Source: an optimization exercise on an open RTL-to-GDS flow (aim: a short achievable clock period). Production flows keep margins and buffers that such runs may drop. Function was checked by simulation only, so behaviour that the tests miss may differ from the original. Power and IR drop assume default switching activity.

==> flow/design.v <==
module fstc (
    input  wire        clk,
    input  wire        rst,
    input  wire        start,
    input  wire        tick,
    input  wire        rsp_valid,
    input  wire [1:0]  rsp_kind,
    input  wire [7:0]  rsp_b0,
    input  wire [7:0]  rsp_b1,
    output wire        rd_req,
    output wire [1:0]  rd_len,
    output wire        busy,
    output wire        valid,
    output wire        failed,
    output wire [2:0]  err,
    output wire [15:0] sr0,
    output wire [15:0] sr1,
    output wire [15:0] sr2,
    output wire [15:0] sr3,
    output wire [15:0] sr4,
    output wire [15:0] sr5,
    output wire [15:0] sr6,
    output wire [15:0] sr7,
    output wire [15:0] sr8,
    output wire [15:0] sr9,
    output wire [15:0] sr10,
    output wire [15:0] sr11,
    output wire [15:0] sr12,
    output wire [15:0] sr13,
    output wire [15:0] sr14,
    output wire [15:0] sr15
);
    localparam [2:0] PH_IDLE    = 3'd0;
    localparam [2:0] PH_SEARCH  = 3'd1;
    localparam [2:0] PH_LENGTH  = 3'd2;
    localparam [2:0] PH_PAYLOAD = 3'd3;
    localparam [2:0] PH_DONE    = 3'd4;
    localparam [2:0] PH_FAIL    = 3'd5;
    localparam [2:0] ERR_NONE     = 3'd0;
    localparam [2:0] ERR_RECEIVE  = 3'd1;
    localparam [2:0] ERR_TIMEOUT  = 3'd2;
    localparam [2:0] ERR_UNEXPECT = 3'd3;
    localparam [2:0] ERR_CHECKSUM = 3'd4;
    reg [2:0]   phase_q;
    reg [4:0]   idx_q;
    reg         req_q;
    reg [15:0]  elapsed_q;
    reg [12:0]  cks_q;           
    reg [15:0]  cks_exp_q;
    reg [2:0]   err_q;
    reg [191:0] buf_q;           
    reg [191:0] fld_q;           
    reg         busy_q;          
    reg         valid_q;         
    reg         failed_q;        
    reg         srch_q;          
    reg         len_q;           
    reg         pay_q;           
    reg         p26_q;           
    reg         gt_q;            
    reg         eq_q;            
    wire       k0     = (rsp_kind == 2'd0);
    wire       k3     = (rsp_kind == 2'd3);
    wire       kdat   = (rsp_kind == 2'd1) || (rsp_kind == 2'd2);
    wire [7:0] p0     = rsp_b0;
    wire [7:0] p1     = (rsp_kind == 2'd2) ? rsp_b1 : 8'h00;
    wire       acc    = rsp_valid && req_q;
    wire       len_ok = (rsp_kind == 2'd2) && (rsp_b0 == 8'h00) && (rsp_b1 == 8'h1C);
    wire       sof    = (p0 == 8'h42) && (p1 == 8'h4D);
    wire       ck_ok  = ({p0, p1} == {3'b000, cks_q});
    wire        inc       = tick && busy_q && !(&elapsed_q);
    wire [15:0] elapsed_t = elapsed_q + {15'd0, inc};
    wire        e4999     = (elapsed_q == 16'd4999);
    wire        to_t      = gt_q || (eq_q && inc);           
    wire        eq_t      = inc ? e4999 : eq_q;              
    wire [12:0] cks_sum = cks_q + {5'd0, p0} + {5'd0, p1};
    wire stay = !(k3 || (!k0 && ((len_q && !len_ok) || p26_q)));
    wire busy_a = busy_q && !(acc && !stay);
    wire start_acc = start && !busy_a;
    assign rd_req = !rst && (
           (!busy_q && start)
        || (busy_q && !req_q && !to_t)
        || (busy_q && req_q && rsp_valid && (stay ? !to_t : start)));
    reg [2:0]  phase_n;
    reg [4:0]  idx_n;
    reg        req_n;
    reg [15:0] elapsed_n;
    reg [12:0] cks_n;
    reg [15:0] cks_exp_n;
    reg [2:0]  err_n;
    reg        gt_n, eq_n;
    reg        wr;
    always @* begin
        phase_n   = phase_q;
        idx_n     = idx_q;
        req_n     = req_q;
        elapsed_n = elapsed_t;
        cks_n     = cks_q;
        cks_exp_n = cks_exp_q;
        err_n     = err_q;
        gt_n      = to_t;
        eq_n      = eq_t;
        wr        = 1'b0;
        if (acc) begin
            req_n = 1'b0;
            if (k3) begin
                phase_n = PH_FAIL;
                err_n   = ERR_RECEIVE;
            end else if (kdat) begin
                if (srch_q) begin
                    if (sof) begin
                        cks_n   = 13'h008F;
                        phase_n = PH_LENGTH;
                    end
                end
                if (len_q) begin
                    cks_n = cks_sum;
                    if (len_ok) begin
                        phase_n = PH_PAYLOAD;
                    end else begin
                        phase_n = PH_FAIL;
                        err_n   = ERR_UNEXPECT;
                    end
                end
                if (pay_q) begin
                    wr    = 1'b1;
                    idx_n = idx_q + 5'd2;
                    if (p26_q) begin
                        cks_exp_n = {p0, p1};
                        if (ck_ok) begin
                            phase_n = PH_DONE;
                        end else begin
                            phase_n = PH_FAIL;
                            err_n   = ERR_CHECKSUM;
                        end
                    end else begin
                        cks_n = cks_sum;
                    end
                end
            end
        end
        if (start_acc) begin
            phase_n   = PH_SEARCH;
            idx_n     = 5'd0;
            req_n     = 1'b0;
            elapsed_n = 16'd0;
            cks_n     = 13'd0;
            cks_exp_n = 16'd0;
            err_n     = ERR_NONE;
            gt_n      = 1'b0;
            eq_n      = 1'b0;
            wr        = 1'b0;
        end
        if (start_acc || busy_a) begin
            if (!req_n) begin
                if (!start_acc && to_t) begin
                    phase_n = PH_FAIL;
                    err_n   = ERR_TIMEOUT;
                end else begin
                    req_n = 1'b1;
                end
            end
        end
    end
    wire valid_n = (phase_n == PH_DONE);
    always @(posedge clk) begin
        if (rst) begin
            phase_q   <= PH_IDLE;
            idx_q     <= 5'd0;
            req_q     <= 1'b0;
            elapsed_q <= 16'd0;
            cks_q     <= 13'd0;
            cks_exp_q <= 16'd0;
            err_q     <= ERR_NONE;
            busy_q    <= 1'b0;
            valid_q   <= 1'b0;
            failed_q  <= 1'b0;
            srch_q    <= 1'b0;
            len_q     <= 1'b0;
            pay_q     <= 1'b0;
            p26_q     <= 1'b0;
            gt_q      <= 1'b0;
            eq_q      <= 1'b0;
            fld_q     <= 192'd0;
        end else begin
            phase_q   <= phase_n;
            idx_q     <= idx_n;
            req_q     <= req_n;
            elapsed_q <= elapsed_n;
            cks_q     <= cks_n;
            cks_exp_q <= cks_exp_n;
            err_q     <= err_n;
            busy_q    <= (phase_n == PH_SEARCH) || (phase_n == PH_LENGTH) ||
                         (phase_n == PH_PAYLOAD);
            valid_q   <= valid_n;
            failed_q  <= (phase_n == PH_FAIL);
            srch_q    <= (phase_n == PH_SEARCH);
            len_q     <= (phase_n == PH_LENGTH);
            pay_q     <= (phase_n == PH_PAYLOAD);
            p26_q     <= (phase_n == PH_PAYLOAD) && (idx_n == 5'd26);
            gt_q      <= gt_n;
            eq_q      <= eq_n;
            fld_q     <= valid_n ? buf_q : 192'd0;
        end
    end
    integer i;
    always @(posedge clk) begin
        for (i = 0; i < 12; i = i + 1) begin
            if (wr && idx_q == 2 * i) begin
                buf_q[16*i +: 8]     <= p0;
                buf_q[16*i + 8 +: 8] <= p1;
            end
        end
    end
    assign rd_len = 2'd2;
    assign busy   = busy_q;
    assign valid  = valid_q;
    assign failed = failed_q;
    assign err    = err_q;
    assign sr0 = {3'b000, idx_q, valid_q, err_q, req_q, phase_q};
    assign sr1 = {3'b000, cks_q};
    assign sr2 = cks_exp_q;
    assign sr3 = elapsed_q;
    genvar k;
    generate
        for (k = 0; k < 12; k = k + 1) begin : g_field
            wire [15:0] f = {fld_q[16*k +: 8], fld_q[16*k + 8 +: 8]};
        end
    endgenerate
    assign sr4  = g_field[0].f;
    assign sr5  = g_field[1].f;
    assign sr6  = g_field[2].f;
    assign sr7  = g_field[3].f;
    assign sr8  = g_field[4].f;
    assign sr9  = g_field[5].f;
    assign sr10 = g_field[6].f;
    assign sr11 = g_field[7].f;
    assign sr12 = g_field[8].f;
    assign sr13 = g_field[9].f;
    assign sr14 = g_field[10].f;
    assign sr15 = g_field[11].f;
endmodule
==> flow/run.sh <==
#!/bin/bash
# synth_recipe.tcl (not shown) runs the flow's synth.tcl, then flattens the netlist and writes it again
# the make line also repeats each setting of config.mk as NAME=value (left out here)
make -C /OpenROAD-flow-scripts/flow DESIGN_CONFIG=/design/flow/config.mk WORK_HOME=/design/flow/orfs CLKGATE_MAP_FILE= SYNTH_SCRIPT=/design/flow/synth_recipe.tcl finish
==> flow/config.mk <==
export PLATFORM = sky130hd
export DESIGN_NAME = fstc
export DESIGN_NICKNAME = fstc
export VERILOG_FILES = /design/flow/design.v
export SDC_FILE = /design/flow/constraint.sdc
export NUM_CORES = 4
export LEC_CHECK = 0
export ABC_CLOCK_PERIOD_IN_PS = 2000
export CAP_MARGIN = 20
export CORE_MARGIN = 2
export CORE_UTILIZATION = 40
export PLACE_DENSITY = 0.6
export SETUP_SLACK_MARGIN = 4
export SLEW_MARGIN = 20
==> flow/constraint.sdc <==
create_clock -name core_clock -period 6.5 [get_ports {clk}]
set_input_delay 1.3000 -clock core_clock [delete_from_list [all_inputs] [get_ports {clk}]]
set_output_delay 1.3000 -clock core_clock [all_outputs]
set_load 0.01 [all_outputs]
==> flow_summary.html, run 1 <==
<table>
<tr><th>Metric</th><th>Value</th></tr>
<tr><th colspan="2">Timing</th></tr>
<tr><td>Final hold violation count</td><td>0</td></tr>
<tr><td>Post-route clock skew</td><td>0.0141 ns</td></tr>
<tr><td>Actual transition at the worst max-transition pin</td><td>0.724 ns</td></tr>
<tr><td>Worst slew margin relative to its limit</td><td>51.6%</td></tr>
<tr><td>Highest clock frequency the design can meet</td><td>247 MHz</td></tr>
<tr><td>TNS Setup</td><td>0 ns</td></tr>
<tr><td>Worst Hold Margin</td><td>0.430 ns</td></tr>
<tr><td>Min Tclk post-route</td><td>4.04 ns</td></tr>
<tr><td>Post-route fraction of the period consumed by the critical path</td><td>between 60% and 70%</td></tr>
<tr><td>Setup slack of the critical path after layout</td><td>2.46 ns</td></tr>
<tr><td>RSZ-0062 raised after global routing</td><td>true</td></tr>
<tr><td>Final Max Slew Viols</td><td>0</td></tr>
<tr><td>Setup violations, final</td><td>0</td></tr>
<tr><th colspan="2">Clocking</th></tr>
<tr><td>Clock tree from TritonCTS</td><td>built</td></tr>
<tr><td>Maximum clock insertion buffer count</td><td>3</td></tr>
<tr><td>Clk pin slew, worst setup/hold paths</td><td>roughly 0.060 ns</td></tr>
<tr><td>Clock root cell</td><td>sky130_fd_sc_hd__clkbuf_16</td></tr>
<tr><td>Total clock buffers created by CTS</td><td>between 40 and 50</td></tr>
<tr><td>Clock insertion delay at the later pin of the skew report</td><td>0.56 ns</td></tr>
<tr><td>Number of clock sinks</td><td>450</td></tr>
<tr><td>Count of H-tree levels built during CTS</td><td>2</td></tr>
<tr><th colspan="2">Power</th></tr>
<tr><td>Power density of the placed cells</td><td>between 200 and 300 nW/um^2</td></tr>
<tr><td>Maximum VDD drop</td><td>156 uV</td></tr>
<tr><td>Leakage</td><td>8.60 nW</td></tr>
<tr><th colspan="2">Yosys</th></tr>
<tr><td>Total of flip-flops plus latches after synthesis</td><td>450</td></tr>
<tr><td>Count of flip-flops with a built-in enable after synthesis</td><td>192</td></tr>
<tr><td>Largest cells by area after synthesis</td><td>sky130_fd_sc_hd__edfxtp_1 (39%), sky130_fd_sc_hd__dfxtp_1 (35%), sky130_fd_sc_hd__and2_1 (8.3%), sky130_fd_sc_hd__nor2_1 (1.9%), sky130_fd_sc_hd__nand2_1 (1.4%)</td></tr>
<tr><td>Post-synth top cells</td><td>sky130_fd_sc_hd__dfxtp_1 (258), sky130_fd_sc_hd__and2_1 (196), sky130_fd_sc_hd__edfxtp_1 (192)</td></tr>
<tr><td>Sequential cell area fraction in the yosys report</td><td>73.7%</td></tr>
<tr><td>Most frequent cell after synthesis</td><td>sky130_fd_sc_hd__dfxtp_1</td></tr>
<tr><td>Synth cell types</td><td>57</td></tr>
<tr><td>Cells after synthesis</td><td>1100</td></tr>
<tr><td>Post-synth ARST share</td><td>0%</td></tr>
<tr><td>Most used flip-flop cell after synthesis</td><td>sky130_fd_sc_hd__dfxtp_1</td></tr>
<tr><td>Area leader, netlist</td><td>sky130_fd_sc_hd__edfxtp_1</td></tr>
<tr><td>Post-Syn Area per Cell</td><td>13.5 um^2</td></tr>
<tr><td>Syn Std Cell Area</td><td>about 15000 um^2</td></tr>
<tr><td>Area fraction of the dominant cell type after synthesis</td><td>between 30% and 40%</td></tr>
<tr><td>Synth warnings</td><td>1</td></tr>
<tr><th colspan="2">Place</th></tr>
<tr><td>Routability cong.</td><td>0.820</td></tr>
<tr><td>Worst slack at placement</td><td>1.25 ns</td></tr>
<tr><td>HPWL Detailed</td><td>23.9 mm</td></tr>
<tr><td>Count of buffers from port buffering</td><td>279</td></tr>
<tr><th colspan="2">Routing</th></tr>
<tr><td>Total via count in the routed design</td><td>between 9000 and 10000</td></tr>
<tr><td>Sum of met3 wire segment lengths after detailed routing</td><td>~2.5 mm</td></tr>
<tr><td>Total DRC errors in the routed layout</td><td>0</td></tr>
<tr><td>Aggregate routed wire length</td><td>41.3 mm</td></tr>
<tr><td>Residual antenna-violating net count after detailed routing</td><td>0</td></tr>
<tr><td>Via density per instance</td><td>4.78</td></tr>
<tr><td>Highest metal used</td><td>met5</td></tr>
<tr><td>Met2 Routed Length</td><td>19.5 mm</td></tr>
<tr><td>Mean routed wirelength per cell</td><td>~21 um</td></tr>
<tr><td>Drt first pass iters</td><td>5</td></tr>
<tr><td>First DRT Iteration DRCs</td><td>559</td></tr>
<tr><td>Wl on met1</td><td>around 18 mm</td></tr>
<tr><th colspan="2">Finish</th></tr>
<tr><td>Register area</td><td>11100 um^2</td></tr>
<tr><td>Area of combinational cells with multiple inputs</td><td>4350 um^2</td></tr>
<tr><td>NumNets Final</td><td>1551</td></tr>
<tr><td>Area growth from synthesis to layout</td><td>45.0%</td></tr>
<tr><td>Number of inserted filler cells in the final layout</td><td>between 2000 and 3000</td></tr>
<tr><td>Share of post-route cells with drive strength above 1</td><td>between 20% and 30%</td></tr>
<tr><th colspan="2">Floorplanning</th></tr>
<tr><td>Row Count</td><td>70</td></tr>
<tr><td>Core footprint</td><td>36600 um^2</td></tr>
<tr><td>Width of the chip</td><td>197 um</td></tr>
<tr><td>Initial Util</td><td>40.5%</td></tr>
<tr><td>Total Die Area</td><td>38600 um^2</td></tr>
<tr><td>Die Ht</td><td>197 um</td></tr>
<tr><td>Ports</td><td>288</td></tr>
<tr><th colspan="2">Job</th></tr>
<tr><td>Max-capacitance violation count</td><td>0</td></tr>
<tr><th colspan="2">Global route</th></tr>
<tr><td>Via count of the first global-routing pass</td><td>about 8800</td></tr>
<tr><td>Total Routing Usage GR</td><td>roughly a fifth</td></tr>
<tr><td>Initial antenna violation count</td><td>1</td></tr>
<tr><td>Wire length of the first global-routing pass</td><td>55.9 mm</td></tr>
<tr><td>Maximum number of pins on one net before global-route repair</td><td>194</td></tr>
<tr><td>Total overflow reported by the global router</td><td>0</td></tr>
<tr><th colspan="2">Critical path</th></tr>
<tr><td>Crit end category</td><td>output pin</td></tr>
<tr><td>Setup crit start kind</td><td>input port</td></tr>
<tr><td>Biggest fanout along the worst timing path</td><td>4</td></tr>
<tr><td>Data arrival at the endpoint of the critical path</td><td>2.74 ns</td></tr>
<tr><td>Crit path required time</td><td>5.20 ns</td></tr>
<tr><td>Start-to-end type of the worst setup path</td><td>in -&gt; out</td></tr>
<tr><th colspan="2">Worst hold path</th></tr>
<tr><td>Worst min path class</td><td>reg -&gt; reg</td></tr>
<tr><th colspan="2">Status</th></tr>
<tr><td>Outcome</td><td>finished clean</td></tr>
</table>
==> path summary, 6_finish.rpt <==
path,startpoint,endpoint,slack [ns],cells after the start
min reg2reg,buf_q[97],fld_q[97],0.43,1
max,rsp_b0[1],rd_req,2.46,8
max reg2reg,p26_q,buf_q[10],3.47,14
min,buf_q[97],fld_q[97],0.43,1
==> layout make-up <==
type	instances	area share (%)
flip-flops and latches	450	51.4
multi-input cells	571	20.2
repair buffers	399	17.7
clock buffers	66	6.17
well taps	468	2.72
clock inverters	19	0.913
inverters	37	0.873
diodes	1	0.0116
==> cell usage in the layout, fill, tap and decap left out, types with 10 or more instances in the layout <==
master                            synthesis  final
sky130_fd_sc_hd__a21oi_1                 27     21
sky130_fd_sc_hd__and2_1                 196    192
sky130_fd_sc_hd__buf_12                   0     20
sky130_fd_sc_hd__buf_2                   18     19
sky130_fd_sc_hd__buf_4                   15     70
sky130_fd_sc_hd__buf_6                    0     34
sky130_fd_sc_hd__clkbuf_1                12     11
sky130_fd_sc_hd__clkbuf_16                0     54
sky130_fd_sc_hd__clkbuf_2                 0     32
sky130_fd_sc_hd__clkdlybuf4s15_1          0     43
sky130_fd_sc_hd__clkdlybuf4s15_2          0     29
sky130_fd_sc_hd__clkinv_2                 0     10
sky130_fd_sc_hd__dfxtp_1                258    211
sky130_fd_sc_hd__dfxtp_2                  0     21
sky130_fd_sc_hd__dfxtp_4                  0     26
sky130_fd_sc_hd__dlygate4sd2_1            0    138
sky130_fd_sc_hd__edfxtp_1               192    192
sky130_fd_sc_hd__inv_1                   36     30
sky130_fd_sc_hd__nand2_1                 57     45
sky130_fd_sc_hd__nand3_1                 16     13
sky130_fd_sc_hd__nor2_1                  76     64
sky130_fd_sc_hd__nor2_4                   0     10
sky130_fd_sc_hd__xnor2_1                 13     11
sky130_fd_sc_hd__xor2_1                  17     17
==> registers in the layout (all words and copies together) (netlist names), 3 cells and up <==
| name | flops |
|---|---|
| idx_q | 5 |
| elapsed_q | 16 |
| fld_q | 192 |
| phase_q | 3 |
| err_q | 3 |
| cks_exp_q | 16 |
| buf_q | 192 |
| cks_q | 13 |
==> worst max-delay path, stage by stage <==
cell and delay [ns]:
sky130_fd_sc_hd__buf_12 0.12, sky130_fd_sc_hd__nor4b_4 0.29, sky130_fd_sc_hd__nand4_1 0.20, sky130_fd_sc_hd__o21ai_4 0.29, sky130_fd_sc_hd__buf_6 0.14, sky130_fd_sc_hd__o21ai_4 0.05, sky130_fd_sc_hd__o21a_1 0.20, sky130_fd_sc_hd__buf_2 0.14
==> cell families (layout without fill, tap and decap cells) <==
family / after synthesis / count (layout) / share of synthesized area (%)
simple gates: 407 / 407 / 14.9
other cells: 2 / 9 / 0.0506
xor+xnor: 30 / 30 / 1.77
buf+inv: 85 / 521 / 2.68
compound gates: 98 / 98 / 4.17
mux: 5 / 5 / 0.337
fa+ha+maj: 23 / 23 / 2.40
flops: 450 / 450 / 73.7
==> metal layers <==
layer | track usage (%) | vias to the layer above
met5 | 0 | -
met4 | 5.68 | 2
met3 | 4.43 | 72
met2 | 31.5 | 356
met1 | 26.8 | 4640
li1 | - | 4539
==> metrics by stage <==
| stage | instances | util, % | total power [mW] | area, um^2 |
|---|---|---|---|---|
| after floorplan | 1106 | - | 3.11 | 15200 |
| after global placement | 1817 | 50.3 | 3.21 | 18400 |
| after detailed placement | 1817 | 50.3 | 3.21 | 18400 |
| after CTS | 1941 | 56.0 | 5.82 | 20500 |
| after global routing | 2010 | 58.7 | 6.02 | 21500 |
| final | 2011 | 58.7 | 5.83 | 21500 |
==> timing repair <==
item                       CTS  global route
hold buffers                 0             0
pin swaps                   27            37
setup endpoints to repair  743           532
hold endpoints to repair     0             0
resized for setup          602           200
cloned                       1            10
setup buffers               38            59
==> power breakdown <==
part	internal, mW	switching, mW
Sequential	2.94	0.00782
Combinational	0.108	0.151
Clock	1.55	1.07
==> run 2: changes to the inputs <==
--- a/flow/design.v
+++ b/flow/design.v
@@ -58,4 +58,9 @@
     reg         pay_q;           
     reg         p26_q;           
+    reg         idle_q;          
+    reg         poll_q;          
+    reg         wait_s_q;        
+    reg         wait_l_q;        
+    reg         wait_p26_q;      
     reg         gt_q;            
     reg         eq_q;            
@@ -78,8 +83,11 @@
     wire busy_a = busy_q && !(acc && !stay);
     wire start_acc = start && !busy_a;
-    assign rd_req = !rst && (
-           (!busy_q && start)
-        || (busy_q && !req_q && !to_t)
-        || (busy_q && req_q && rsp_valid && (stay ? !to_t : start)));
+    fstc_rdreq u_rdreq (
+        .rst(rst), .start(start), .tick(tick), .rsp_valid(rsp_valid),
+        .rsp_kind(rsp_kind), .rsp_b0(rsp_b0), .rsp_b1(rsp_b1),
+        .idle(idle_q), .poll(poll_q), .wait_s(wait_s_q),
+        .wait_l(wait_l_q), .wait_p26(wait_p26_q), .gt(gt_q), .eq(eq_q),
+        .rd_req(rd_req)
+    );
     reg [2:0]  phase_n;
     reg [4:0]  idx_n;
@@ -163,5 +171,10 @@
         end
     end
-    wire valid_n = (phase_n == PH_DONE);
+    wire valid_n;
+    fstc_vnext u_vnext (
+        .rst(rst), .start(start), .rsp_valid(rsp_valid), .rsp_kind(rsp_kind),
+        .rsp_b0(rsp_b0), .rsp_b1(rsp_b1), .valid(valid_q), .wait_p26(wait_p26_q),
+        .cks(cks_q), .valid_n(valid_n)
+    );
     always @(posedge clk) begin
         if (rst) begin
@@ -180,7 +193,11 @@
             pay_q     <= 1'b0;
             p26_q     <= 1'b0;
+            idle_q    <= 1'b1;
+            poll_q    <= 1'b0;
+            wait_s_q  <= 1'b0;
+            wait_l_q  <= 1'b0;
+            wait_p26_q <= 1'b0;
             gt_q      <= 1'b0;
             eq_q      <= 1'b0;
-            fld_q     <= 192'd0;
         end else begin
             phase_q   <= phase_n;
@@ -193,5 +210,5 @@
             busy_q    <= (phase_n == PH_SEARCH) || (phase_n == PH_LENGTH) ||
                          (phase_n == PH_PAYLOAD);
-            valid_q   <= valid_n;
+            valid_q   <= (phase_n == PH_DONE);
             failed_q  <= (phase_n == PH_FAIL);
             srch_q    <= (phase_n == PH_SEARCH);
@@ -199,9 +216,18 @@
             pay_q     <= (phase_n == PH_PAYLOAD);
             p26_q     <= (phase_n == PH_PAYLOAD) && (idx_n == 5'd26);
+            idle_q    <= !((phase_n == PH_SEARCH) || (phase_n == PH_LENGTH) ||
+                           (phase_n == PH_PAYLOAD));
+            poll_q    <= !req_n && ((phase_n == PH_SEARCH) ||
+                         (phase_n == PH_LENGTH) || (phase_n == PH_PAYLOAD));
+            wait_s_q  <= req_n && ((phase_n == PH_SEARCH) ||
+                         ((phase_n == PH_PAYLOAD) && (idx_n != 5'd26)));
+            wait_l_q  <= req_n && (phase_n == PH_LENGTH);
+            wait_p26_q <= req_n && (phase_n == PH_PAYLOAD) && (idx_n == 5'd26);
             gt_q      <= gt_n;
             eq_q      <= eq_n;
-            fld_q     <= valid_n ? buf_q : 192'd0;
         end
     end
+    always @(posedge clk)
+        fld_q <= valid_n ? buf_q : 192'd0;
     integer i;
     always @(posedge clk) begin
@@ -241,2 +267,49 @@
     assign sr15 = g_field[11].f;
 endmodule
+module fstc_rdreq (
+    input  wire       rst,
+    input  wire       start,
+    input  wire       tick,
+    input  wire       rsp_valid,
+    input  wire [1:0] rsp_kind,
+    input  wire [7:0] rsp_b0,
+    input  wire [7:0] rsp_b1,
+    input  wire       idle,        
+    input  wire       poll,        
+    input  wire       wait_s,      
+    input  wire       wait_l,      
+    input  wire       wait_p26,    
+    input  wire       gt,          
+    input  wire       eq,          
+    output wire       rd_req
+);
+    wire k0     = (rsp_kind == 2'd0);
+    wire k3     = (rsp_kind == 2'd3);
+    wire len_ok = (rsp_kind == 2'd2) && (rsp_b0 == 8'h00) && (rsp_b1 == 8'h1C);
+    wire nto    = !(gt || (eq && tick));      
+    assign rd_req = !rst && (
+           (idle && start)
+        || (poll && nto)
+        || (rsp_valid && (
+               (wait_s   && (k3 ? start : nto))
+            || (wait_l   && ((k0 || len_ok) ? nto : start))
+            || (wait_p26 && (k0 ? nto : start)))));
+endmodule
+module fstc_vnext (
+    input  wire        rst,
+    input  wire        start,
+    input  wire        rsp_valid,
+    input  wire [1:0]  rsp_kind,
+    input  wire [7:0]  rsp_b0,
+    input  wire [7:0]  rsp_b1,
+    input  wire        valid,       
+    input  wire        wait_p26,    
+    input  wire [12:0] cks,
+    output wire        valid_n
+);
+    wire [7:0] p1 = (rsp_kind == 2'd2) ? rsp_b1 : 8'h00;
+    wire kdat     = (rsp_kind == 2'd1) || (rsp_kind == 2'd2);
+    wire ck_ok    = ({rsp_b0, p1} == {3'b000, cks});
+    assign valid_n = !rst && !start &&
+                     (valid || (wait_p26 && rsp_valid && kdat && ck_ok));
+endmodule
--- a/flow/config.mk
+++ b/flow/config.mk
@@ -6,5 +6,4 @@
 export NUM_CORES = 4
 export LEC_CHECK = 0
-export ABC_CLOCK_PERIOD_IN_PS = 2000
 export CAP_MARGIN = 20
 export CORE_MARGIN = 2
@@ -13,2 +12,5 @@
 export SETUP_SLACK_MARGIN = 4
 export SLEW_MARGIN = 20
+export SYNTH_HIERARCHICAL = 1
+export SYNTH_MINIMUM_KEEP_SIZE = 0
+export TNS_END_PERCENT = 5
==> run 2 against run 1 <==
Sequential cell count increased by 5. Sequential power increased by 1%. Fmax decreased by 2.3%. Area after synthesis increased by 4.5%. Cell count increased by 3.3%. Via count increased by 7.2%. Still clean. Largest cell class unchanged. Wire length increased by 10%.
==> flow_summary.html, run 2 <==
<table>
<tr><th>Metric</th><th>Value</th></tr>
<tr><th colspan="2">Status</th></tr>
<tr><td>Outcome</td><td>finished clean (unchanged)</td></tr>
<tr><th colspan="2">Timing</th></tr>
<tr><td>Setup slack of the critical path after layout</td><td>2.36 ns (was 2.46 ns)</td></tr>
<tr><td>Worst slew margin relative to its limit</td><td>37.6% (was 51.6%)</td></tr>
<tr><td>Final hold violation count</td><td>0 (unchanged)</td></tr>
<tr><td>Final Max Slew Viols</td><td>0 (unchanged)</td></tr>
<tr><td>Setup violations, final</td><td>0 (unchanged)</td></tr>
<tr><td>Actual transition at the worst max-transition pin</td><td>0.935 ns (was 0.724 ns)</td></tr>
<tr><td>TNS Setup</td><td>0 ns (unchanged)</td></tr>
<tr><td>Worst Hold Margin</td><td>0.441 ns (was 0.430 ns)</td></tr>
<tr><td>RSZ-0062 raised after global routing</td><td>true (unchanged)</td></tr>
<tr><td>Post-route fraction of the period consumed by the critical path</td><td>63.6% (was 62.2%)</td></tr>
<tr><td>Post-route clock skew</td><td>0.0151 ns (was 0.0141 ns)</td></tr>
<tr><td>Highest clock frequency the design can meet</td><td>242 MHz (was 247 MHz)</td></tr>
<tr><td>Min Tclk post-route</td><td>4.14 ns (was 4.04 ns)</td></tr>
<tr><th colspan="2">Yosys</th></tr>
<tr><td>Syn Std Cell Area</td><td>15500 um^2 (was 14800 um^2)</td></tr>
<tr><td>Largest cells by area after synthesis</td><td>sky130_fd_sc_hd__edfxtp_1 (37%), sky130_fd_sc_hd__dfxtp_1 (34%), sky130_fd_sc_hd__and2_1 (8.3%), sky130_fd_sc_hd__nand2_1 (1.6%), sky130_fd_sc_hd__nor2_1 (1.6%) (was sky130_fd_sc_hd__edfxtp_1 (39%), sky130_fd_sc_hd__dfxtp_1 (35%), sky130_fd_sc_hd__and2_1 (8.3%), sky130_fd_sc_hd__nor2_1 (1.9%), sky130_fd_sc_hd__nand2_1 (1.4%))</td></tr>
<tr><td>Synth cell types</td><td>69 (was 57)</td></tr>
<tr><td>Post-synth top cells</td><td>sky130_fd_sc_hd__dfxtp_1 (263), sky130_fd_sc_hd__and2_1 (205), sky130_fd_sc_hd__edfxtp_1 (192) (was sky130_fd_sc_hd__dfxtp_1 (258), sky130_fd_sc_hd__and2_1 (196), sky130_fd_sc_hd__edfxtp_1 (192))</td></tr>
<tr><td>Synth warnings</td><td>7 (was 1)</td></tr>
<tr><td>Count of flip-flops with a built-in enable after synthesis</td><td>192 (unchanged)</td></tr>
<tr><td>Cells after synthesis</td><td>1179 (was 1100)</td></tr>
<tr><td>Area leader, netlist</td><td>sky130_fd_sc_hd__edfxtp_1 (unchanged)</td></tr>
<tr><td>Sequential cell area fraction in the yosys report</td><td>71.1% (was 73.7%)</td></tr>
<tr><td>Post-Syn Area per Cell</td><td>13.2 um^2 (was 13.5 um^2)</td></tr>
<tr><td>Most frequent cell after synthesis</td><td>sky130_fd_sc_hd__dfxtp_1 (unchanged)</td></tr>
<tr><td>Post-synth ARST share</td><td>0% (unchanged)</td></tr>
<tr><td>Most used flip-flop cell after synthesis</td><td>sky130_fd_sc_hd__dfxtp_1 (unchanged)</td></tr>
<tr><td>Area fraction of the dominant cell type after synthesis</td><td>37.2% (was 38.9%)</td></tr>
<tr><td>Total of flip-flops plus latches after synthesis</td><td>455 (was 450)</td></tr>
<tr><th colspan="2">Floorplanning</th></tr>
<tr><td>Total Die Area</td><td>40400 um^2 (was 38600 um^2)</td></tr>
<tr><td>Ports</td><td>288 (unchanged)</td></tr>
<tr><td>Row Count</td><td>72 (was 70)</td></tr>
<tr><td>Width of the chip</td><td>201 um (was 197 um)</td></tr>
<tr><td>Die Ht</td><td>201 um (was 197 um)</td></tr>
<tr><td>Initial Util</td><td>40.3% (was 40.5%)</td></tr>
<tr><td>Core footprint</td><td>38500 um^2 (was 36600 um^2)</td></tr>
<tr><th colspan="2">Global route</th></tr>
<tr><td>Global routing met2 resource utilization</td><td>36.1% (was 31.5%)</td></tr>
<tr><td>Initial antenna violation count</td><td>1 (unchanged)</td></tr>
<tr><td>Total Routing Usage GR</td><td>22.5% (was 19.6%)</td></tr>
<tr><td>Total overflow reported by the global router</td><td>0 (unchanged)</td></tr>
<tr><td>Met3 capacity usage during global routing</td><td>5.37% (was 4.43%)</td></tr>
<tr><td>Wire length of the first global-routing pass</td><td>66.8 mm (was 55.9 mm)</td></tr>
<tr><td>GR met1 Demand/Resource</td><td>29.6% (was 26.8%)</td></tr>
<tr><td>Maximum number of pins on one net before global-route repair</td><td>58 (was 194)</td></tr>
<tr><td>Most congested layer reported by global routing</td><td>met2 (unchanged)</td></tr>
<tr><td>Via count of the first global-routing pass</td><td>10200 (was 8846)</td></tr>
<tr><th colspan="2">Clocking</th></tr>
<tr><td>Clock insertion delay at the later pin of the skew report</td><td>0.57 ns (was 0.56 ns)</td></tr>
<tr><td>Maximum clock insertion buffer count</td><td>3 (unchanged)</td></tr>
<tr><td>Post-cts hold buffer count</td><td>0 (unchanged)</td></tr>
<tr><td>Count of H-tree levels built during CTS</td><td>2 (unchanged)</td></tr>
<tr><td>Clk pin slew, worst setup/hold paths</td><td>0.06 ns (about the same)</td></tr>
<tr><td>Number of clock sinks</td><td>455 (was 450)</td></tr>
<tr><td>Total clock buffers created by CTS</td><td>47 (was 46)</td></tr>
<tr><td>Clock tree from TritonCTS</td><td>built (unchanged)</td></tr>
<tr><td>Clock root cell</td><td>sky130_fd_sc_hd__clkbuf_16 (unchanged)</td></tr>
<tr><th colspan="2">Finish</th></tr>
<tr><td>Share of post-route cells with drive strength above 1</td><td>13.1% (was 28.5%)</td></tr>
<tr><td>Most used cells in the layout excluding fill and tap cells</td><td>sky130_fd_sc_hd__dfxtp_1 (263), sky130_fd_sc_hd__clkdlybuf4s50_1 (256), sky130_fd_sc_hd__and2_1 (194) (was sky130_fd_sc_hd__dfxtp_1 (211), sky130_fd_sc_hd__and2_1 (192), sky130_fd_sc_hd__edfxtp_1 (192))</td></tr>
<tr><td>NumNets Final</td><td>1568 (was 1551)</td></tr>
<tr><td>Commonest non-fill, non-tap cell in the layout</td><td>sky130_fd_sc_hd__dfxtp_1 (unchanged)</td></tr>
<tr><td>Number of inserted filler cells in the final layout</td><td>3248 (was 2939)</td></tr>
<tr><td>Biggest registers after layout</td><td>buf_q (192), fld_q (192) (unchanged)</td></tr>
<tr><td>Area growth from synthesis to layout</td><td>36.8% (was 45.0%)</td></tr>
<tr><td>Post-layout utilization of the core</td><td>55.1% (was 58.7%)</td></tr>
<tr><th colspan="2">Critical path</th></tr>
<tr><td>Biggest fanout along the worst timing path</td><td>2 (was 4)</td></tr>
<tr><td>Standard cell with the maximum stage delay on the critical path</td><td>sky130_fd_sc_hd__or3_4 (was sky130_fd_sc_hd__nor4b_4)</td></tr>
<tr><td>Delay of the slowest critical-path stage</td><td>0.37 ns (was 0.29 ns)</td></tr>
<tr><td>Crit path required time</td><td>5.20 ns (about the same)</td></tr>
<tr><td>Setup crit start kind</td><td>input port (unchanged)</td></tr>
<tr><td>Critical path, cell by cell</td><td>buf_8 &gt; nor4_4 &gt; nand3_2 &gt; or3_4 &gt; a311oi_4 &gt; buf_2 (was buf_12 &gt; nor4b_4 &gt; nand4_1 &gt; o21ai_4 &gt; buf_6 &gt; o21ai_4 &gt; o21a_1 &gt; buf_2)</td></tr>
<tr><td>Data arrival at the endpoint of the critical path</td><td>2.84 ns (was 2.74 ns)</td></tr>
<tr><td>Crit end category</td><td>output pin (unchanged)</td></tr>
<tr><td>Start-to-end type of the worst setup path</td><td>in -&gt; out (unchanged)</td></tr>
<tr><th colspan="2">Routing</th></tr>
<tr><td>First DRT Iteration DRCs</td><td>757 (was 559)</td></tr>
<tr><td>Aggregate routed wire length</td><td>45.6 mm (was 41.3 mm)</td></tr>
<tr><td>Via density per instance</td><td>4.96 (was 4.78)</td></tr>
<tr><td>Total via count in the routed design</td><td>10300 (was 9609)</td></tr>
<tr><td>Residual antenna-violating net count after detailed routing</td><td>0 (unchanged)</td></tr>
<tr><td>Drt first pass iters</td><td>5 (unchanged)</td></tr>
<tr><td>Total DRC errors in the routed layout</td><td>0 (unchanged)</td></tr>
<tr><td>Mean routed wirelength per cell</td><td>22.0 um (was 20.6 um)</td></tr>
<tr><th colspan="2">Power</th></tr>
<tr><td>Maximum VDD drop</td><td>172 uV (was 156 uV)</td></tr>
<tr><td>Total Power Consumption</td><td>5.84 mW (was 5.83 mW)</td></tr>
<tr><td>Power density of the placed cells</td><td>276 nW/um^2 (was 271 nW/um^2)</td></tr>
<tr><td>Leakage</td><td>7.57 nW (was 8.60 nW)</td></tr>
<tr><th colspan="2">Job</th></tr>
<tr><td>Max-capacitance violation count</td><td>0 (unchanged)</td></tr>
<tr><th colspan="2">Place</th></tr>
<tr><td>Count of buffers from port buffering</td><td>279 (unchanged)</td></tr>
<tr><td>HPWL Detailed</td><td>27.4 mm (was 23.9 mm)</td></tr>
<tr><td>Worst slack at placement</td><td>0.949 ns (was 1.25 ns)</td></tr>
<tr><td>Routability cong.</td><td>0.901 (was 0.820)</td></tr>
<tr><th colspan="2">Worst hold path</th></tr>
<tr><td>Worst min path class</td><td>reg -&gt; reg (unchanged)</td></tr>
</table>
==> run 2: final timing paths <==
| path | startpoint | to | slack, ns | depth (start not counted) |
|---|---|---|---|---|
| max | rsp_b0[5] | rd_req | 2.36 | 6 |
| min | buf_q[3] | fld_q[3] | 0.44 | 1 |
| max reg2reg | cks_q[2] | cks_q[12] | 3.40 | 11 |
| min reg2reg | buf_q[3] | fld_q[3] | 0.44 | 1 |
==> run 2: routing by layer <==
layer | share of wire (%) | wire [um] | up-vias
li1 | - | - | 4757
met1 | 43 | 19400 | 5047
met2 | 47 | 21300 | 410
met3 | 7.1 | 3260 | 85
met4 | 3.5 | 1590 | 2
met5 | 0.028 | 13 | -
==> run 2: cell type report <==
type / count / area [um^2] / share of cell area (%)
timing repair buffer: 340 / 3500 / 16.5
clock inverter: 23 / 220 / 1.04
clock buffer: 63 / 1310 / 6.16
tap: 518 / 648 / 3.06
antenna: 1 / 2.50 / 0.0118
multi-input combinational: 649 / 4400 / 20.7
sequential: 455 / 11000 / 52.0
inverter: 28 / 108 / 0.507
==> run 2: cell families after synthesis <==
family	after synthesis	synth area share, %
other	2	0.0484
AND/OR/NAND/NOR	451	16.5
adder cells (fa/ha/maj)	24	2.37
AO/OA/AOI/OAI	122	5.17
multiplexers	1	0.0646
flip-flops	455	71.1
buffers and inverters	84	2.42
XOR/XNOR	40	2.26
==> run 2: stage by stage <==
step	std cells	area (um^2)
global route	2076	21200
CTS	2071	21100
global placement	1950	19000
floorplan	1185	15600
finish	2077	21200
detailed placement	1950	19000
==> run 2: where the power goes <==
group / internal (mW) / switching (mW) / leakage [nW]
logic: 0.0709 / 0.133 / 3.11
clock network: 1.57 / 1.09 / 0.752
registers: 2.98 / 0.00747 / 3.70
==> run 2: Yosys stat by module, one instance, submodules excluded <==
module | flip-flops and latches | cell area (um^2)
fstc_vnext | 0 | 292
fstc | 455 | 15000
fstc_rdreq | 0 | 164
==> run 2: timing repair <==
action,in CTS,in global routing
resized for setup,145,28
pin swaps,13,11
setup buffers,25,5
endpoints found under the hold margin,0,0
setup endpoints to repair,784,712
gates cloned,10,0
==> run 2: critical path, delay by kind of cell <==
family / cells / cell delay (ns)
compound gates: 1 / 0.35
buf+inv: 2 / 0.30
simple gates: 3 / 0.88
==> run 3: changes to the inputs <==
--- a/flow/config.mk
+++ b/flow/config.mk
@@ -12,5 +12,3 @@
 export SETUP_SLACK_MARGIN = 4
 export SLEW_MARGIN = 20
-export SYNTH_HIERARCHICAL = 1
-export SYNTH_MINIMUM_KEEP_SIZE = 0
 export TNS_END_PERCENT = 5
==> run 3 against run 2 <==
Clock skew about the same. Global-route usage fell by 2.7 points. Still clean on timing, DRC and antenna. Critical endpoint unchanged. Clock power is essentially flat. Critical path type unchanged. Highest routed layer is now met4.
==> flow_summary.html, run 3 <==
<table>
<tr><th>Metric</th><th>Value</th></tr>
<tr><th colspan="2">Power</th></tr>
<tr><td>Internal cell power</td><td>4.62 mW (about the same)</td></tr>
<tr><td>Net load switching power</td><td>1.24 mW (was 1.23 mW)</td></tr>
<tr><td>Fraction of power consumed by combinational cells</td><td>3.6% (was 3.5%)</td></tr>
<tr><td>Clock network power share</td><td>45.3% (was 45.4%)</td></tr>
<tr><td>Switching power as a share of total power</td><td>21.1% (was 21.0%)</td></tr>
<tr><td>Flop pwr share</td><td>51.1% (about the same)</td></tr>
<tr><td>Maximum VDD drop</td><td>161 uV (was 172 uV)</td></tr>
<tr><td>Power density of the placed cells</td><td>281 nW/um^2 (was 276 nW/um^2)</td></tr>
<tr><td>Leakage</td><td>7.50 nW (was 7.57 nW)</td></tr>
<tr><th colspan="2">Finish</th></tr>
<tr><td>Area growth from synthesis to layout</td><td>36.0% (was 36.8%)</td></tr>
<tr><td>NumNets Final</td><td>1524 (was 1568)</td></tr>
<tr><td>Commonest non-fill, non-tap cell in the layout</td><td>sky130_fd_sc_hd__dfxtp_1 (unchanged)</td></tr>
<tr><td>Design Area, Final</td><td>20900 um^2 (was 21200 um^2)</td></tr>
<tr><td>Share of post-route cells with drive strength above 1</td><td>14.6% (was 13.1%)</td></tr>
<tr><td>Diode insertion count for antenna repair</td><td>0 (was 1)</td></tr>
<tr><td>Biggest registers after layout</td><td>buf_q (192), fld_q (192) (unchanged)</td></tr>
<tr><td>Most used cells in the layout excluding fill and tap cells</td><td>sky130_fd_sc_hd__dfxtp_1 (263), sky130_fd_sc_hd__clkdlybuf4s50_1 (260), sky130_fd_sc_hd__edfxtp_1 (192) (was sky130_fd_sc_hd__dfxtp_1 (263), sky130_fd_sc_hd__clkdlybuf4s50_1 (256), sky130_fd_sc_hd__and2_1 (194))</td></tr>
<tr><td>Non-filler cells, final</td><td>2027 (was 2077)</td></tr>
<tr><th colspan="2">Routing</th></tr>
<tr><td>Drt first pass iters</td><td>5 (unchanged)</td></tr>
<tr><td>Total DRC errors in the routed layout</td><td>0 (unchanged)</td></tr>
<tr><td>Residual antenna-violating net count after detailed routing</td><td>0 (unchanged)</td></tr>
<tr><td>Aggregate routed wire length</td><td>41.9 mm (was 45.6 mm)</td></tr>
<tr><td>Mean routed wirelength per cell</td><td>20.7 um (was 22.0 um)</td></tr>
<tr><td>Total via count in the routed design</td><td>9716 (was 10300)</td></tr>
<tr><td>Via density per instance</td><td>4.79 (was 4.96)</td></tr>
<tr><td>First DRT Iteration DRCs</td><td>564 (was 757)</td></tr>
<tr><th colspan="2">Yosys</th></tr>
<tr><td>Post-Syn Area per Cell</td><td>13.5 um^2 (was 13.2 um^2)</td></tr>
<tr><td>Synth warnings</td><td>1 (was 7)</td></tr>
<tr><td>Post-synthesis xor/xnor area fraction</td><td>1.71% (was 2.26%)</td></tr>
<tr><td>Area leader, netlist</td><td>sky130_fd_sc_hd__edfxtp_1 (unchanged)</td></tr>
<tr><td>Arithmetic-cell share of the synthesized area counting full adders, half adders and majority gates</td><td>2.32% (was 2.37%)</td></tr>
<tr><td>Dominant combinational cell family by area after synthesis</td><td>simple AND/OR/NAND/NOR gates (unchanged)</td></tr>
<tr><td>Largest cells by area after synthesis</td><td>sky130_fd_sc_hd__edfxtp_1 (38%), sky130_fd_sc_hd__dfxtp_1 (34%), sky130_fd_sc_hd__and2_1 (8.1%), sky130_fd_sc_hd__nor2_1 (1.6%), sky130_fd_sc_hd__nand2_1 (1.6%) (was sky130_fd_sc_hd__edfxtp_1 (37%), sky130_fd_sc_hd__dfxtp_1 (34%), sky130_fd_sc_hd__and2_1 (8.3%), sky130_fd_sc_hd__nand2_1 (1.6%), sky130_fd_sc_hd__nor2_1 (1.6%))</td></tr>
<tr><td>Count of flip-flops with a built-in enable after synthesis</td><td>192 (unchanged)</td></tr>
<tr><td>Syn Std Cell Area</td><td>15300 um^2 (was 15500 um^2)</td></tr>
<tr><td>Post-synth top cells</td><td>sky130_fd_sc_hd__dfxtp_1 (263), sky130_fd_sc_hd__and2_1 (199), sky130_fd_sc_hd__edfxtp_1 (192) (was sky130_fd_sc_hd__dfxtp_1 (263), sky130_fd_sc_hd__and2_1 (205), sky130_fd_sc_hd__edfxtp_1 (192))</td></tr>
<tr><td>Cells after synthesis</td><td>1134 (was 1179)</td></tr>
<tr><td>Most used flip-flop cell after synthesis</td><td>sky130_fd_sc_hd__dfxtp_1 (unchanged)</td></tr>
<tr><td>Proportion of synthesized area in mux cells</td><td>0% (was 0.0646%)</td></tr>
<tr><td>Area fraction of the dominant cell type after synthesis</td><td>37.6% (was 37.2%)</td></tr>
<tr><td>Fraction of the mapped netlist area in compound gates</td><td>4.54% (was 5.17%)</td></tr>
<tr><td>Total of flip-flops plus latches after synthesis</td><td>455 (unchanged)</td></tr>
<tr><td>Synth cell types</td><td>71 (was 69)</td></tr>
<tr><td>Synth Area in Simple Gates</td><td>15.7% (was 16.5%)</td></tr>
<tr><td>Sequential cell area fraction in the yosys report</td><td>71.9% (was 71.1%)</td></tr>
<tr><td>Post-synth ARST share</td><td>0% (unchanged)</td></tr>
<tr><td>Most frequent cell after synthesis</td><td>sky130_fd_sc_hd__dfxtp_1 (unchanged)</td></tr>
<tr><th colspan="2">Timing</th></tr>
<tr><td>Highest clock frequency the design can meet</td><td>245 MHz (was 242 MHz)</td></tr>
<tr><td>RSZ-0062 raised after global routing</td><td>true (unchanged)</td></tr>
<tr><td>Actual transition at the worst max-transition pin</td><td>0.823 ns (was 0.935 ns)</td></tr>
<tr><td>Setup violations, final</td><td>0 (unchanged)</td></tr>
<tr><td>Worst slew margin relative to its limit</td><td>45.1% (was 37.6%)</td></tr>
<tr><td>Min Tclk post-route</td><td>4.09 ns (was 4.14 ns)</td></tr>
<tr><td>TNS Setup</td><td>0 ns (unchanged)</td></tr>
<tr><td>Post-route clock skew</td><td>0.0147 ns (was 0.0151 ns)</td></tr>
<tr><td>Final Max Slew Viols</td><td>0 (unchanged)</td></tr>
<tr><td>Worst Hold Margin</td><td>0.432 ns (was 0.441 ns)</td></tr>
<tr><td>Final hold violation count</td><td>0 (unchanged)</td></tr>
<tr><td>Post-route fraction of the period consumed by the critical path</td><td>62.9% (was 63.6%)</td></tr>
<tr><th colspan="2">Critical path</th></tr>
<tr><td>Setup crit start kind</td><td>input port (unchanged)</td></tr>
<tr><td>Crit path required time</td><td>5.20 ns (about the same)</td></tr>
<tr><td>Critical path, cell by cell</td><td>buf_12 &gt; nor4b_4 &gt; and3_4 &gt; a31oi_1 &gt; o22ai_1 &gt; a21oi_1 &gt; o32ai_1 &gt; buf_2 (was buf_8 &gt; nor4_4 &gt; nand3_2 &gt; or3_4 &gt; a311oi_4 &gt; buf_2)</td></tr>
<tr><td>Kind of cell adding the most delay to the critical path</td><td>simple AND/OR/NAND/NOR gates (unchanged)</td></tr>
<tr><td>Standard cell with the maximum stage delay on the critical path</td><td>sky130_fd_sc_hd__nor4b_4 (was sky130_fd_sc_hd__or3_4)</td></tr>
<tr><td>Data arrival at the endpoint of the critical path</td><td>2.79 ns (was 2.84 ns)</td></tr>
<tr><td>Delay of the slowest critical-path stage</td><td>0.39 ns (was 0.37 ns)</td></tr>
<tr><td>Reg-to-reg critical path startpoint</td><td>cks_q[3] (was cks_q[2])</td></tr>
<tr><td>Biggest fanout along the worst timing path</td><td>3 (was 2)</td></tr>
<tr><td>Launch point of the worst path</td><td>rsp_b0[7] (was rsp_b0[5])</td></tr>
<tr><td>Worst path buffer plus inverter count</td><td>2 (unchanged)</td></tr>
<tr><td>Crit end category</td><td>output pin (unchanged)</td></tr>
<tr><td>Start-to-end type of the worst setup path</td><td>in -&gt; out (unchanged)</td></tr>
<tr><th colspan="2">Floorplanning</th></tr>
<tr><td>Core footprint</td><td>37800 um^2 (was 38500 um^2)</td></tr>
<tr><td>Ports</td><td>288 (unchanged)</td></tr>
<tr><td>Row Count</td><td>71 (was 72)</td></tr>
<tr><td>Total Die Area</td><td>39900 um^2 (was 40400 um^2)</td></tr>
<tr><td>Width of the chip</td><td>200 um (was 201 um)</td></tr>
<tr><td>Die Ht</td><td>200 um (was 201 um)</td></tr>
<tr><td>Initial Util</td><td>40.6% (was 40.3%)</td></tr>
<tr><th colspan="2">Clocking</th></tr>
<tr><td>Post-cts hold buffer count</td><td>0 (unchanged)</td></tr>
<tr><td>Number of clock sinks</td><td>455 (unchanged)</td></tr>
<tr><td>Clock tree from TritonCTS</td><td>built (unchanged)</td></tr>
<tr><td>Total clock buffers created by CTS</td><td>46 (was 47)</td></tr>
<tr><td>Clock insertion delay at the later pin of the skew report</td><td>0.56 ns (was 0.57 ns)</td></tr>
<tr><td>Maximum clock insertion buffer count</td><td>3 (unchanged)</td></tr>
<tr><td>Clk pin slew, worst setup/hold paths</td><td>0.06 ns (about the same)</td></tr>
<tr><td>Count of H-tree levels built during CTS</td><td>2 (unchanged)</td></tr>
<tr><td>Clock root cell</td><td>sky130_fd_sc_hd__clkbuf_16 (unchanged)</td></tr>
<tr><th colspan="2">Global route</th></tr>
<tr><td>Maximum number of pins on one net before global-route repair</td><td>193 (was 58)</td></tr>
<tr><td>Total Routing Usage GR</td><td>19.8% (was 22.5%)</td></tr>
<tr><td>Total overflow reported by the global router</td><td>0 (unchanged)</td></tr>
<tr><td>Wire length of the first global-routing pass</td><td>57.8 mm (was 66.8 mm)</td></tr>
<tr><td>Initial antenna violation count</td><td>0 (was 1)</td></tr>
<tr><td>Via count of the first global-routing pass</td><td>9181 (was 10200)</td></tr>
<tr><th colspan="2">Place</th></tr>
<tr><td>Routability cong.</td><td>0.836 (was 0.901)</td></tr>
<tr><td>Count of buffers from port buffering</td><td>279 (unchanged)</td></tr>
<tr><td>Cell Count Post-Placement</td><td>1897 (was 1950)</td></tr>
<tr><td>Placement Cell Area</td><td>18700 um^2 (was 19000 um^2)</td></tr>
<tr><td>HPWL Detailed</td><td>26.4 mm (was 27.4 mm)</td></tr>
<tr><th colspan="2">Status</th></tr>
<tr><td>Outcome</td><td>finished clean (unchanged)</td></tr>
<tr><th colspan="2">Worst hold path</th></tr>
<tr><td>Hold wc startpoint</td><td>buf_q[18] (was buf_q[3])</td></tr>
<tr><td>Worst min path class</td><td>reg -&gt; reg (unchanged)</td></tr>
<tr><th colspan="2">Job</th></tr>
<tr><td>Max-capacitance violation count</td><td>0 (unchanged)</td></tr>
</table>
## run 3: cell types whose count changed after synthesis, moves of 8 or more
cell / change
sky130_fd_sc_hd__inv_1: +9
sky130_fd_sc_hd__xnor2_1: -10
sky130_fd_sc_hd__o21ai_0: -10
sky130_fd_sc_hd__buf_8: +10
sky130_fd_sc_hd__a21oi_1: -8
sky130_fd_sc_hd__clkbuf_1: -24
## run 3: repair_timing
| item | in CTS | in global routing |
|---|---|---|
| cloned | 0 | 5 |
| pin swaps | 20 | 32 |
| endpoints found under the setup margin | 760 | 712 |
| buffers inserted | 15 | 23 |
| gates resized for setup | 95 | 45 |
## run 3: cell families (layout without fill, tap and decap cells)
kind of cell	Yosys count	in the layout
DFF	455	455
other	2	8
adders and majority gates	23	23
and+or+nand+nor	432	432
xor gates and xnor gates	30	30
buffers and inverters	90	466
AOI/OAI and AO/OA	102	102
## run 3: path summary, 6_finish.rpt
check,end,slack [ns],cells past startpoint
worst max-delay path,rd_req,2.41,8
worst min-delay path,fld_q[18],0.43,1
worst max register to register,cks_q[11],3.53,11
worst min register to register,fld_q[18],0.43,1
## run 3: through the flow
stage               setup WS, ns  utilization, %  power (mW)
floorplan                   2.42               -        3.15
global placement            1.16            49.5        3.25
CTS                         2.45            54.2        5.89
detailed placement          1.29            49.5        3.25
finish                      2.41            55.2        5.86
global route                2.29            55.2        6.03
## run 3: routing by layer
layer	share of wire (%)	GRT usage [%]	up-vias
met5	0	0	-
met4	1.4	4.91	0
met3	6.1	4.33	43
met2	49	33.5	313
met1	44	25.9	4776
li1	-	-	4584
## run 3: layout make-up
| cell class | instances | area, um^2 |
|---|---|---|
| clock inverters | 31 | 309 |
| flip-flops and latches | 455 | 11000 |
| clock buffers | 55 | 1230 |
| multi-input cells | 595 | 4090 |
| fillers | 3162 | 16900 |
| repair buffers | 343 | 3400 |
| inverters | 37 | 155 |
| well taps | 511 | 639 |
## run 3: worst register-to-register path, delay by kind of cell, from the launching register on
family	cells	cell delay, ns
DFF	1	0.51
buffers and inverters	2	0.18
adders and majority gates	2	0.85
AOI/OAI and AO/OA	5	0.76
and+or+nand+nor	2	0.63
## run 3: power groups by stage
stage / clock [mW] / combinational, mW / sequential, mW
floorplan: 0 / 0.0944 / 3.05
global placement: 0 / 0.192 / 3.05
detailed placement: 0 / 0.194 / 3.05
CTS: 2.70 / 0.199 / 2.99
global route: 2.81 / 0.230 / 2.99
finish: 2.65 / 0.213 / 2.99

-- afterwards: timing with drivers on the ports --
Ports are ideal in the flow. The routed layouts listed here were re-timed in OpenROAD.
Step 1, drivers: a clkbuf_16 drives clk and a buf_2 each remaining input, both assumed.
Step 2 times the ports against the registers' clock, not the clock port: input delays grow and output delays shrink by t, the midpoint of the rising clock arrivals with the driver on.
Slacks: ideal / step 1 / step 2; pairs: ideal / step 1.
| run | t (ns) | slack for setup (ns) | worst hold slack (ns) | pins driven straight from the clock port |
|---|---|---|---|---|
| run 1 | 0.604 | 2.458 / 2.406 / 2.049 | 0.430 / 0.430 / 0.430 | 1 |
| run 2 | 0.619 | 2.364 / 2.271 / 2.026 | 0.441 / 0.441 / 0.441 | 1 |
| run 3 | 0.603 | 2.414 / 2.365 / 2.115 | 0.432 / 0.432 / 0.432 | 1 |
After both steps every run listed still meets setup and hold. The setup slack of run 1, which loses most, moves by -0.052 ns with the drivers and by -0.409 ns with both steps.
